From an optimization exercise on the open Yosys and OpenROAD flow, aimed at small area; shortcuts taken in it are not production practice.
Function was checked by simulation only, so behaviour that the tests miss may differ from the original.
The clock port is modelled as an ideal driver; clocking choices that lean on that would not hold on a real chip.
Power figures rest on the tool's default switching activity, not on a simulated workload.

## the previous run
==> flow/design.v (excerpt) <==
module hayward_rx (
    input  wire        clk,
    input  wire        rst,           
    input  wire        line_in,       
    input  wire        tick,          
    output wire        frame_valid,
    output wire [95:0] frame_data,    
    output wire        frame_long,    
    output wire        frame_heater,  
    output wire        diag_valid,
    output wire [3:0]  diag_code,
    output wire [3:0]  diag_trig,
    output wire [3:0]  diag_len
);
    wire        rec_valid;
    wire        rec_lo_bit;
    wire [6:0]  dq;
    wire        dr_zero;
    wire        short_win;
    wire        edge_seen;
    hrx_capture u_capture (
        .clk        (clk),
        .rst        (rst),
        .line_in    (line_in),
        .tick       (tick),
        .rec_valid  (rec_valid),
        .rec_lo_bit (rec_lo_bit),
        .dq         (dq),
        .dr_zero    (dr_zero),
        .lo_bit     (short_win),
        .edge_seen  (edge_seen)
    );
    wire s_idle, s_pre, s_bit1, s_bit0, s_inv;
    hrx_classify u_classify (
        .lo_bit   (rec_lo_bit),
        .dq       (dq),
        .dr_zero  (dr_zero),
        .hi_short (short_win),
        .s_idle   (s_idle),
        .s_pre    (s_pre),
        .s_bit1   (s_bit1),
        .s_bit0   (s_bit0),
        .s_inv    (s_inv)
    );
    wire idle_timeout = !edge_seen && s_idle;
    hrx_framer u_framer (
        .clk          (clk),
        .rst          (rst),
        .sym_valid    (rec_valid),
        .s_idle       (s_idle),
        .s_pre        (s_pre),
        .s_bit1       (s_bit1),
        .s_bit0       (s_bit0),
        .s_inv        (s_inv),
        .idle_timeout (idle_timeout),
  ...
For scale: ~470 cells after synthesis, roughly 140 flip-flops, about 120 I/O pins, roughly 4500 µm² of cells after synthesis.
export LEC_CHECK = 0
export CAP_MARGIN = 20
export CORE_MARGIN = 2
export CORE_UTILIZATION = 65
export SLEW_MARGIN = 20
create_clock -name core_clock -period 10.0 [get_ports {clk}]
standard.sh (not shown) runs the stock make flow with config.mk's settings and CLKGATE_MAP_FILE= SYNTH_SCRIPT=/design/flow/synth_recipe.tcl, a recipe that flattens the netlist after the stock synthesis.
==> flow/flow/run.sh <==
#!/bin/bash
# The standard ORFS layout (the standard.sh) with these changes:
#  - synthesis maps the logic with an area-oriented ABC script (synth.tcl,
#    area.script) and leaves adders to ABC instead of the adder map; the
#    registers are the standard synthesis's;
#  - ports are buffered with the smallest buffer, sky130_fd_sc_hd__buf_1;
#  - the clock tree is built without dummy loads, and clock buffers are
#    downsized where the clock slew allows (post_cts.tcl);
#  - power recovery downsizes cells on paths with positive slack.
# Each tool's full output is in orfs/logs/ (one log per step); make's own
# output is in standard.log.
set -euo pipefail
F=$PWD/flow
export FLOW_ABC_SCRIPT=$F/area.script
bash standard.sh \
  "SYNTH_SCRIPT=$F/synth.tcl" \
  "ADDER_MAP_FILE=" \
  "BUFFER_PORTS_ARGS=-buffer_cell sky130_fd_sc_hd__buf_1" \
  "CTS_ARGS=-sink_clustering_enable -repair_clock_nets -dont_use_dummy_load -buf_list {sky130_fd_sc_hd__clkbuf_4 sky130_fd_sc_hd__clkbuf_8}" \
  "POST_CTS_TCL=$F/post_cts.tcl" \
  "RECOVER_POWER=100" \
  finish > standard.log 2>&1
Other scripts of this flow, unchanged in this note and not shown: flow/flow/area.script, flow/flow/post_cts.tcl, flow/flow/synth.tcl
The previous run: flow completed, timing, DRC and antenna clean
Input changes introduced in the current run (baseline for comparison: the previous run):
--- a/flow/config.mk
+++ b/flow/config.mk
@@ -9,3 +9,3 @@
 export CORE_MARGIN = 2
-export CORE_UTILIZATION = 65
+export CORE_UTILIZATION = 40
 export SLEW_MARGIN = 20
### Flow results
Insertion delay of the later-clocked pin in the worst-skew pair delta (the current run -> the previous run): insignificant
The share of cell area taken by flip-flops and latches number comes out lower for the current run vs the previous run.
On fraction of area in multi-input gates, the lower figure sits with the current run, not the previous run.
The current run vs. the previous run: post-layout worst setup margin saw an increase, non-clock inverter total of the final layout saw little to no change, core outline area saw an increase, share of total power in sequential cells saw an increase, worst reg2reg path depth saw an increase.
First-pass GRT wire length ended up about 1.6% lower on the current run than on the previous run.
In the flow results for the previous run and the current run, the net count of the finished layout is smaller on the previous run.
Going from the previous run to the current run, the met3 track demand over resource in global routing was found to have gone down by 1.2 points.
The current run vs the previous run, critical path startpoint: u_framer.fr_len[2] vs u_framer.acc[3]

[afterwards: timing with drivers on the ports]
How much do the figures lean on ideal ports? The routed layouts below were timed once more, with nothing changed but the port constraints. Step 1 sets driving cells, clkbuf_16 on the clock port and buf_2 on the other inputs (assumed; they add their load-dependent delay and slew). Step 2 also shifts input and output timing later by t, the mid clock arrival at the registers, as if the neighbouring blocks saw the same clock. a / b / c = ideal ports / drivers / drivers and shift; a / b = the first two.
run	shift t [ns]	setup slack, ns	worst setup path after step 2	latest minus earliest clock arrival (ns)	worst register clock-pin slew, ns
the previous run	0.528	4.897 / 4.897 / 4.617	input to register	0.035 / 0.035	0.10 / 0.10
the current run	0.540	5.097 / 5.097 / 4.770	input to register	0.031 / 0.031	0.10 / 0.10
After both steps setup and hold are still met in every run listed. For the current run, which loses most, drivers alone change the setup slack by 0.000 ns; drivers and shift together by -0.327 ns.
